Source: an optimization exercise on an open RTL-to-GDS flow (aim: small area, a short achievable clock period and few clock cycles per item). Production flows keep margins and buffers that such runs may drop. Only simulation tests tie the RTL to the original design; equivalence was not proved.

==> inputs of try-indigo <==
==> flow/design.v <==
module mont_unit (
    input  wire         clk,
    input  wire         rst,
    input  wire         start,
    input  wire [1:0]   op,
    input  wire [255:0] a,
    input  wire [255:0] b,
    input  wire [255:0] m,
    output wire         ready,
    output reg          done,
    output wire [255:0] result
);
    localparam WR = 269;     
    localparam WT = 270;     
    localparam ST_IDLE = 3'd0;
    localparam ST_DBL  = 3'd1;
    localparam ST_MONT = 3'd2;
    localparam ST_MSB  = 3'd3;
    localparam ST_CONV = 3'd4;
    localparam ST_FSUB = 3'd5;
    localparam ST_PRE  = 3'd6;
    reg [2:0]    state;
    reg [8:0]    cnt;
    reg          mfull;      
    reg          pw;         
    reg          msbop;      
    reg          gen;        
    reg [3:1]    mu;         
    reg [255:0]  X;          
    reg [255:0]  Y;          
    reg [255:0]  M;          
    reg [255:0]  D;          
    reg [WR-1:0] S;          
    reg [WR-1:0] C;          
    reg          cin;        
    reg          f_msb, f_dbl, f_conv;
    reg [2:0]    nstate;
    wire msb = f_msb;
    wire [256:0] yv = {pw, Y & {256{~pw}}};
    wire [3:0]   xd = X[3:0];
    wire [2:0]   dd = X[255:253];
    wire [5:0]   hsum = {1'b0, S[268:264]} + {1'b0, C[268:264]};
    wire [4:0]   h = hsum[4:0];
    reg  [3:0]   q;
    reg  [7:0]   e8;         
    wire [256:0] opm = msb ? {D, 1'b0} : {1'b0, M};
    reg  [3:0]   ydig;
    wire g0 = ydig[0];
    wire g1 = ydig[1];
    wire g2 = ydig[2];
    wire [3:0] gm = msb ? h[4:1] : q;
    wire [WT-1:0] r_y0 = g0 ? {13'd0, yv} : {WT{1'b0}};
    wire [WT-1:0] r_y1 = g1 ? {12'd0, yv, 1'b0} : {WT{1'b0}};
    wire [WT-1:0] r_y2 = g2 ? {11'd0, yv, 2'b0} : {WT{1'b0}};
    wire [WT-1:0] r_7  = msb ? (h[0] ? {14'd0, D} : {WT{1'b0}})
                             : (ydig[3] ? {10'd0, yv, 3'b0} : {WT{1'b0}});
    wire [WT-1:0] r_m0 = gm[0] ? {13'd0, opm} : {WT{1'b0}};
    wire [WT-1:0] r_m1 = gm[1] ? {12'd0, opm, 1'b0} : {WT{1'b0}};
    wire [WT-1:0] r_m2 = gm[2] ? {11'd0, opm, 2'b0} : {WT{1'b0}};
    wire [WT-1:0] r_m3 = gm[3] ? {10'd0, opm, 3'b0} : {WT{1'b0}};
    wire [WT-1:0] in_s = msb ? {6'd0, S[263:0]} : {1'b0, S};
    wire [WT-1:0] in_c = msb ? {6'd0, C[263:0]} : {1'b0, C};
    wire [WT-1:0] s1 = in_s ^ in_c ^ r_y0;
    wire [WT-1:0] c1 = {((in_s & in_c) | (in_s & r_y0) | (in_c & r_y0)), cin};
    wire [WT-1:0] s2 = r_y1 ^ r_y2 ^ r_7;
    wire [WT-1:0] c2 = {((r_y1 & r_y2) | (r_y1 & r_7) | (r_y2 & r_7)), 1'b0};
    wire [WT-1:0] s3 = s1 ^ c1 ^ s2;
    wire [WT-1:0] c3 = {((s1 & c1) | (s1 & s2) | (c1 & s2)), 1'b0};
    wire [WT-1:0] s4 = c2 ^ r_m0 ^ r_m1;
    wire [WT-1:0] c4 = {((c2 & r_m0) | (c2 & r_m1) | (r_m0 & r_m1)), 1'b0};
    wire [WT-1:0] s5 = s3 ^ c3 ^ s4;
    wire [WT-1:0] c5 = {((s3 & c3) | (s3 & s4) | (c3 & s4)), 1'b0};
    wire [WT-1:0] s6 = c4 ^ r_m2 ^ r_m3;
    wire [WT-1:0] c6 = {((c4 & r_m2) | (c4 & r_m3) | (r_m2 & r_m3)), 1'b0};
    wire [WT-1:0] s7 = s5 ^ c5 ^ s6;
    wire [WT-1:0] c7 = {((s5 & c5) | (s5 & s6) | (c5 & s6)), 1'b0};
    wire [WT-1:0] ts = s7 ^ c7 ^ c6;
    wire [WT-1:0] tc = {((s7 & c7) | (s7 & c6) | (c7 & c6)), 1'b0};
    wire          conv = f_conv;
    wire [263:0]  res  = cpa264(S[263:0], C[263:0], conv ? cin : 1'b1);
    wire          neg  = res[263];
    wire [256:0]  dnew = neg ? S[256:0] : res[256:0];    
    wire          dlast = f_dbl && (cnt == 9'd0);
    wire          montred = pw && !msbop;
    wire          below2m = (S[268:257] == 12'd0) && (S[256:240] < M[255:239]);
    function [263:0] cpa264(input [263:0] x, input [263:0] y, input c0);
        reg [263:0] g, p, gl, pl, c;
        reg [65:0]  gg, pp, gn, pn;
        integer i, k, d;
        begin
            g = x & y;
            p = x ^ y;
            for (i = 0; i < 264; i = i + 1) begin
                if (i % 4 == 0) begin
                    gl[i] = g[i];
                    pl[i] = p[i];
                end else begin
                    gl[i] = g[i] | (p[i] & gl[i-1]);
                    pl[i] = p[i] & pl[i-1];
                end
            end
            for (k = 0; k < 66; k = k + 1) begin
                gg[k] = gl[4*k+3];
                pp[k] = pl[4*k+3];
            end
            gg[0] = gg[0] | (pp[0] & c0);
            for (d = 1; d < 66; d = d * 2) begin
                for (k = 0; k < 66; k = k + 1) begin
                    if (k >= d) begin
                        gn[k] = gg[k] | (pp[k] & gg[k-d]);
                        pn[k] = pp[k] & pp[k-d];
                    end else begin
                        gn[k] = gg[k];
                        pn[k] = pp[k];
                    end
                end
                gg = gn;
                pp = pn;
            end
            for (i = 0; i < 264; i = i + 1) begin
                if (i % 4 == 0)
                    c[i] = (i == 0) ? c0 : gg[i/4-1];
                else
                    c[i] = gl[i-1] | (pl[i-1] & ((i < 4) ? c0 : gg[i/4-1]));
            end
            cpa264 = p ^ c;
        end
    endfunction
    function [3:1] neg_inv16(input [3:0] v);
        case (v[3:1])
            3'd0: neg_inv16 = 3'd7;      
            3'd1: neg_inv16 = 3'd2;      
            3'd2: neg_inv16 = 3'd1;      
            3'd3: neg_inv16 = 3'd4;      
            3'd4: neg_inv16 = 3'd3;      
            3'd5: neg_inv16 = 3'd6;      
            3'd6: neg_inv16 = 3'd5;      
            default: neg_inv16 = 3'd0;   
        endcase
    endfunction
    function [7:0] mul16x8(input [3:0] x, input [7:0] y);
        mul16x8 = (x[0] ? y : 8'd0) + (x[1] ? {y[6:0], 1'b0} : 8'd0)
                + (x[2] ? {y[5:0], 2'b0} : 8'd0) + (x[3] ? {y[4:0], 3'b0} : 8'd0);
    endfunction
    function [3:0] mul16(input [3:0] x, input [3:0] y);
        mul16 = (x[0] ? y : 4'd0) + (x[1] ? {y[2:0], 1'b0} : 4'd0)
              + (x[2] ? {y[1:0], 2'b0} : 4'd0) + (x[3] ? {y[0], 3'b0} : 4'd0);
    endfunction
    always @(*) begin
        nstate = state;
        case (state)
            ST_IDLE: if (start) nstate = (op[1] || !m[255]) ? ST_DBL : ST_PRE;
            ST_PRE:  nstate = ST_MONT;
            ST_DBL:  if (cnt == 9'd0) nstate = msbop ? ST_MSB : ST_MONT;
            ST_MONT: if (cnt == 9'd0) nstate = ST_CONV;
            ST_MSB:  if (cnt == 9'd0) nstate = ST_MONT;
            ST_CONV: nstate = (mfull || gen) ? ST_FSUB : ST_MSB;
            ST_FSUB: if (gen || below2m) nstate = ST_IDLE;
            default: nstate = ST_IDLE;
        endcase
        if (rst) nstate = ST_IDLE;
    end
    reg f_idle, f_mont, f_fsub, f_tree, f_pre;
    always @(posedge clk) begin
        f_idle <= (nstate == ST_IDLE);
        f_pre  <= (nstate == ST_PRE);
        f_mont <= (nstate == ST_MONT);
        f_msb  <= (nstate == ST_MSB);
        f_dbl  <= (nstate == ST_DBL);
        f_conv <= (nstate == ST_CONV);
        f_fsub <= (nstate == ST_FSUB);
        f_tree <= (nstate == ST_MONT) || (nstate == ST_MSB);
    end
    assign ready  = (state == ST_IDLE);
    assign result = S[255:0];
    always @(posedge clk) begin
        state <= nstate;
        done  <= !rst && (state == ST_FSUB) && (gen || below2m);
        case (state)
            ST_IDLE: begin
                mfull <= m[255];
                pw    <= (op == 2'd1) || (op == 2'd2);
                msbop <= op[1];
                gen   <= 1'b0;
                cnt   <= (op[1] || !m[255]) ? (m[255] ? 9'd8 : 9'd263) : 9'd63;
            end
            ST_DBL:  cnt <= (cnt == 9'd0) ? (msbop ? 9'd90 : 9'd63) : cnt - 9'd1;
            ST_MONT: cnt <= cnt - 9'd1;
            ST_MSB:  cnt <= (cnt == 9'd0) ? (gen ? 9'd68 : 9'd4) : cnt - 9'd1;
            ST_CONV: begin
                cnt <= 9'd91;
                if (!(mfull || gen)) gen <= 1'b1;
            end
            default: ;
        endcase
    end
    wire          dfirst = op[1] || !m[255];    
    wire [WR-1:0] s_tree = msb ? {ts[265:0], 3'd0} : {3'd0, ts[WT-1:4]};
    wire [WR-1:0] c_tree = msb ? {tc[265:0], 3'd0} : {3'd0, tc[WT-1:4]};
    wire [WR-1:0] s_other =
        f_idle ? (dfirst ? {12'd0, m[255], 254'd0, ~m[255], 1'b0}
                         : {13'd0, (op == 2'd1) ? b : 256'd0}) :
        f_dbl  ? (dlast ? {13'd0, montred ? Y : 256'd0} : {11'd0, dnew, 1'b0}) :
        ((f_fsub && neg) || f_pre) ? S : {5'd0, res};
    wire [WR-1:0] c_other =
        f_idle ? (dfirst ? {5'd0, 8'hff, ~m} : {WR{1'b0}}) :
        f_dbl  ? (dlast ? {WR{1'b0}} : C) :
        f_conv ? ((mfull || gen) ? {5'd0, 8'hff, ~M} : {WR{1'b0}}) : C;
    wire [255:0]  x_nxt = f_idle ? a : f_msb ? {X[252:0], 3'd0} : f_mont ? {4'd0, X[255:4]} : X;
    function [3:0] mulmu(input [3:0] t, input [3:1] u);
        mulmu = t + ({t[2:0], 1'b0} & {4{u[1]}}) + ({t[1:0], 2'b0} & {4{u[2]}})
              + ({t[0], 3'b0} & {4{u[3]}});
    endfunction
    wire [7:0]    qm8 = ({4'd0, M[7:0] & {8{q[0]}}}) + ({M[6:0] & {7{q[1]}}, 1'b0})
                      + ({M[5:0] & {6{q[2]}}, 2'b0}) + ({M[4:0] & {5{q[3]}}, 3'b0});
    wire [7:0]    a8  = S[7:0] + C[7:0] + {7'd0, cin} + e8 + qm8;
    wire [3:0]    q_side = mulmu(a8[7:4], mu);
    wire [3:0]    q_first = mulmu((f_dbl ? (montred ? Y[3:0] : 4'd0) : S[3:0])
                                  + mul16(X[3:0], yv[3:0]), mu);
    wire          t0_msb = S[0] ^ C[0] ^ cin ^ (g0 & yv[0]) ^ (h[0] & D[0]);
    wire [255:0]  x_nxt_run = f_msb ? {X[252:0], 3'd0} : f_mont ? {4'd0, X[255:4]} : X;
    always @(posedge clk) begin
        q  <= f_mont ? q_side : f_msb ? {t0_msb, 3'd0} : q_first;
        e8 <= mul16x8(x_nxt_run[3:0], yv[7:0]) + {mul16(x_nxt_run[7:4], yv[3:0]), 4'd0};
        if (f_idle) begin
            Y    <= b;
            M    <= m;
            mu   <= neg_inv16(m[3:0]);
        end
        if (f_dbl && dlast)
            D <= dnew[255:0];
        ydig <= (nstate == ST_MSB) ? {1'b0, x_nxt[255:253]} : x_nxt[3:0];
        if (f_idle)
            X <= a;
        else if (f_msb)
            X <= {X[252:0], 3'd0};
        else if (f_mont)
            X <= {4'd0, X[255:4]};
        cin <= f_mont && |(ts[3:0] | tc[3:0]);
        S <= f_tree ? s_tree : s_other;
        C <= f_tree ? c_tree : c_other;
    end
endmodule
==> flow/flow/run.sh <==
#!/bin/bash
set -euo pipefail
bash standard.sh SETUP_SLACK_MARGIN=9 finish > make_finish.log 2>&1
==> flow/standard.sh <==
#!/bin/bash
# synth_recipe.tcl (not shown) runs the flow's synth.tcl, then flattens the netlist and writes it again
# the make line also repeats each setting of config.mk as NAME=value (left out here)
make -C /OpenROAD-flow-scripts/flow DESIGN_CONFIG=/design/flow/config.mk WORK_HOME=/design/flow/orfs CLKGATE_MAP_FILE= SYNTH_SCRIPT=/design/flow/synth_recipe.tcl "${@:-finish}"
==> flow/config.mk <==
export PLATFORM = sky130hd
export DESIGN_NAME = mont_unit
export DESIGN_NICKNAME = mont_unit
export VERILOG_FILES = /design/flow/design.v
export SDC_FILE = /design/flow/constraint.sdc
export NUM_CORES = 4
export LEC_CHECK = 0
export CAP_MARGIN = 20
export CORE_MARGIN = 2
export CORE_UTILIZATION = 45
export PLACE_DENSITY = 0.6
export SLEW_MARGIN = 20
export TNS_END_PERCENT = 0
==> flow/constraint.sdc <==
create_clock -name core_clock -period 14.0 [get_ports {clk}]
set_input_delay 2.8000 -clock core_clock [delete_from_list [all_inputs] [get_ports {clk}]]
set_output_delay 2.8000 -clock core_clock [all_outputs]
set_load 0.01 [all_outputs]
==> inputs of try-ember, as changes to try-indigo <==
--- a/flow/design.v
+++ b/flow/design.v
@@ -36,28 +36,27 @@
     reg          f_msb, f_dbl, f_conv;
     reg [2:0]    nstate;
     wire msb = f_msb;
-    wire [256:0] yv = {pw, Y & {256{~pw}}};
+    wire [256:0] yv = {pw, Y};      
     wire [3:0]   xd = X[3:0];
     wire [2:0]   dd = X[255:253];
     wire [5:0]   hsum = {1'b0, S[268:264]} + {1'b0, C[268:264]};
     wire [4:0]   h = hsum[4:0];
     reg  [3:0]   q;
     reg  [7:0]   e8;         
-    wire [256:0] opm = msb ? {D, 1'b0} : {1'b0, M};
     reg  [3:0]   ydig;
     wire g0 = ydig[0];
     wire g1 = ydig[1];
     wire g2 = ydig[2];
-    wire [3:0] gm = msb ? h[4:1] : q;
+    wire [3:0] hd = {4{msb}} & h[4:1];
+    wire       r7d = msb & h[0];
     wire [WT-1:0] r_y0 = g0 ? {13'd0, yv} : {WT{1'b0}};
     wire [WT-1:0] r_y1 = g1 ? {12'd0, yv, 1'b0} : {WT{1'b0}};
     wire [WT-1:0] r_y2 = g2 ? {11'd0, yv, 2'b0} : {WT{1'b0}};
-    wire [WT-1:0] r_7  = msb ? (h[0] ? {14'd0, D} : {WT{1'b0}})
-                             : (ydig[3] ? {10'd0, yv, 3'b0} : {WT{1'b0}});
-    wire [WT-1:0] r_m0 = gm[0] ? {13'd0, opm} : {WT{1'b0}};
-    wire [WT-1:0] r_m1 = gm[1] ? {12'd0, opm, 1'b0} : {WT{1'b0}};
-    wire [WT-1:0] r_m2 = gm[2] ? {11'd0, opm, 2'b0} : {WT{1'b0}};
-    wire [WT-1:0] r_m3 = gm[3] ? {10'd0, opm, 3'b0} : {WT{1'b0}};
+    wire [WT-1:0] r_7  = ({WT{r7d}} & {14'd0, D}) | ({WT{ydig[3]}} & {10'd0, yv, 3'b0});
+    wire [WT-1:0] r_m0 = ({WT{q[0]}} & {14'd0, M}) | ({WT{hd[0]}} & {13'd0, D, 1'b0});
+    wire [WT-1:0] r_m1 = ({WT{q[1]}} & {13'd0, M, 1'b0}) | ({WT{hd[1]}} & {12'd0, D, 2'b0});
+    wire [WT-1:0] r_m2 = ({WT{q[2]}} & {12'd0, M, 2'b0}) | ({WT{hd[2]}} & {11'd0, D, 3'b0});
+    wire [WT-1:0] r_m3 = ({WT{q[3]}} & {11'd0, M, 3'b0}) | ({WT{hd[3]}} & {10'd0, D, 4'b0});
     wire [WT-1:0] in_s = msb ? {6'd0, S[263:0]} : {1'b0, S};
     wire [WT-1:0] in_c = msb ? {6'd0, C[263:0]} : {1'b0, C};
     wire [WT-1:0] s1 = in_s ^ in_c ^ r_y0;
@@ -200,7 +199,7 @@
     wire [WR-1:0] s_other =
         f_idle ? (dfirst ? {12'd0, m[255], 254'd0, ~m[255], 1'b0}
                          : {13'd0, (op == 2'd1) ? b : 256'd0}) :
-        f_dbl  ? (dlast ? {13'd0, montred ? Y : 256'd0} : {11'd0, dnew, 1'b0}) :
+        f_dbl  ? (dlast ? {13'd0, montred ? D : 256'd0} : {11'd0, dnew, 1'b0}) :
         ((f_fsub && neg) || f_pre) ? S : {5'd0, res};
     wire [WR-1:0] c_other =
         f_idle ? (dfirst ? {5'd0, 8'hff, ~m} : {WR{1'b0}}) :
@@ -215,19 +214,21 @@
                       + ({M[5:0] & {6{q[2]}}, 2'b0}) + ({M[4:0] & {5{q[3]}}, 3'b0});
     wire [7:0]    a8  = S[7:0] + C[7:0] + {7'd0, cin} + e8 + qm8;
     wire [3:0]    q_side = mulmu(a8[7:4], mu);
-    wire [3:0]    q_first = mulmu((f_dbl ? (montred ? Y[3:0] : 4'd0) : S[3:0])
+    wire [3:0]    q_first = mulmu((f_dbl ? (montred ? D[3:0] : 4'd0) : S[3:0])
                                   + mul16(X[3:0], yv[3:0]), mu);
     wire          t0_msb = S[0] ^ C[0] ^ cin ^ (g0 & yv[0]) ^ (h[0] & D[0]);
     wire [255:0]  x_nxt_run = f_msb ? {X[252:0], 3'd0} : f_mont ? {4'd0, X[255:4]} : X;
     always @(posedge clk) begin
-        q  <= f_mont ? q_side : f_msb ? {t0_msb, 3'd0} : q_first;
+        q  <= (nstate != ST_MONT) ? 4'd0 : f_mont ? q_side : f_msb ? {t0_msb, 3'd0} : q_first;
         e8 <= mul16x8(x_nxt_run[3:0], yv[7:0]) + {mul16(x_nxt_run[7:4], yv[3:0]), 4'd0};
         if (f_idle) begin
-            Y    <= b;
+            Y    <= ((op == 2'd1) || (op == 2'd2)) ? 256'd0 : b;
             M    <= m;
             mu   <= neg_inv16(m[3:0]);
         end
-        if (f_dbl && dlast)
+        if (f_idle)
+            D <= b;              
+        else if (f_dbl && dlast)
             D <= dnew[255:0];
         ydig <= (nstate == ST_MSB) ? {1'b0, x_nxt[255:253]} : x_nxt[3:0];
         if (f_idle)
==> flow_metrics.env <==
export IMPL_status="finished clean"
export IMPL_layout_nonclk_buf_share_pct=7.51
export IMPL_antenna_found_initial=146
export IMPL_final_cells=20900
export IMPL_mostFrequentLayoutCells="2249 x inv_1, 2170 x fa_1, 1567 x edfxtp_1"
export IMPL_n_all_buffers=1304
export IMPL_fill_cells=32400
export IMPL_inv_count=2254
export IMPL_cp_data_arrival_time_ns=6.46
export IMPL_coreArea_um2=359000
export IMPL_slew_headroom_pct=12.4
export IMPL_synthCells=15500
export IMPL_area_growth_synth_to_final_pct=13.6
export IMPL_worstPathCellList="clkdlybuf4s50_1, nand2_1, nand2_8, buf_6, buf_16, o22ai_1, nor2_1, a21oi_1"
export IMPL_clk_share_pct=3.79
export IMPL_die_h_um=605
export IMPL_cts_made_buffers=215
export IMPL_nMultiInputCombCells=10500
Source of the figures above: try-ember

==> flow_metrics.env <==
export IMPL_die_h_um=597
export IMPL_cp_data_arrival_time_ns=6.51
export IMPL_nMultiInputCombCells=10400
export IMPL_inv_count=2217
export IMPL_n_all_buffers=1390
export IMPL_fill_cells=31500
export IMPL_area_growth_synth_to_final_pct=15.6
export IMPL_antenna_found_initial=136
export IMPL_slew_headroom_pct=13.8
export IMPL_status="finished clean"
Source of the figures above: try-indigo

Testbench counts of try-indigo, summed over its fixed seeds: cycles 14,816, ops 192.
Testbench counts of try-ember, summed over its fixed seeds: cycles 14,816, ops 192.

static timing again, ports no longer ideal:
Ports are ideal in the flow. The routed layouts listed here were re-timed in OpenROAD. Step 1 assumes that a clkbuf_16 drives the clock port and a buf_2 every other input. Step 2, shift: input delay + t, output delay - t, t = (earliest + latest rising clock arrival at the registers) / 2. This alone moves slack from input paths to output paths. a / b / c = ideal ports / drivers / drivers and shift; a / b = the first two.
run | t, ns | slack for setup (ns) | hold WS [ns] | worst slew at a driven data input, ns
try-indigo | 1.048 | 8.284 / 8.258 / 7.210 | 0.642 / 0.642 / 0.642 | 0.33
try-ember | 1.060 | 8.187 / 8.223 / 7.163 | 0.616 / 0.616 / 0.616 | 0.33
After both steps every run listed still meets setup and hold. For try-indigo, which loses most, drivers alone change the setup slack by -0.026 ns; drivers and shift together by -1.074 ns.
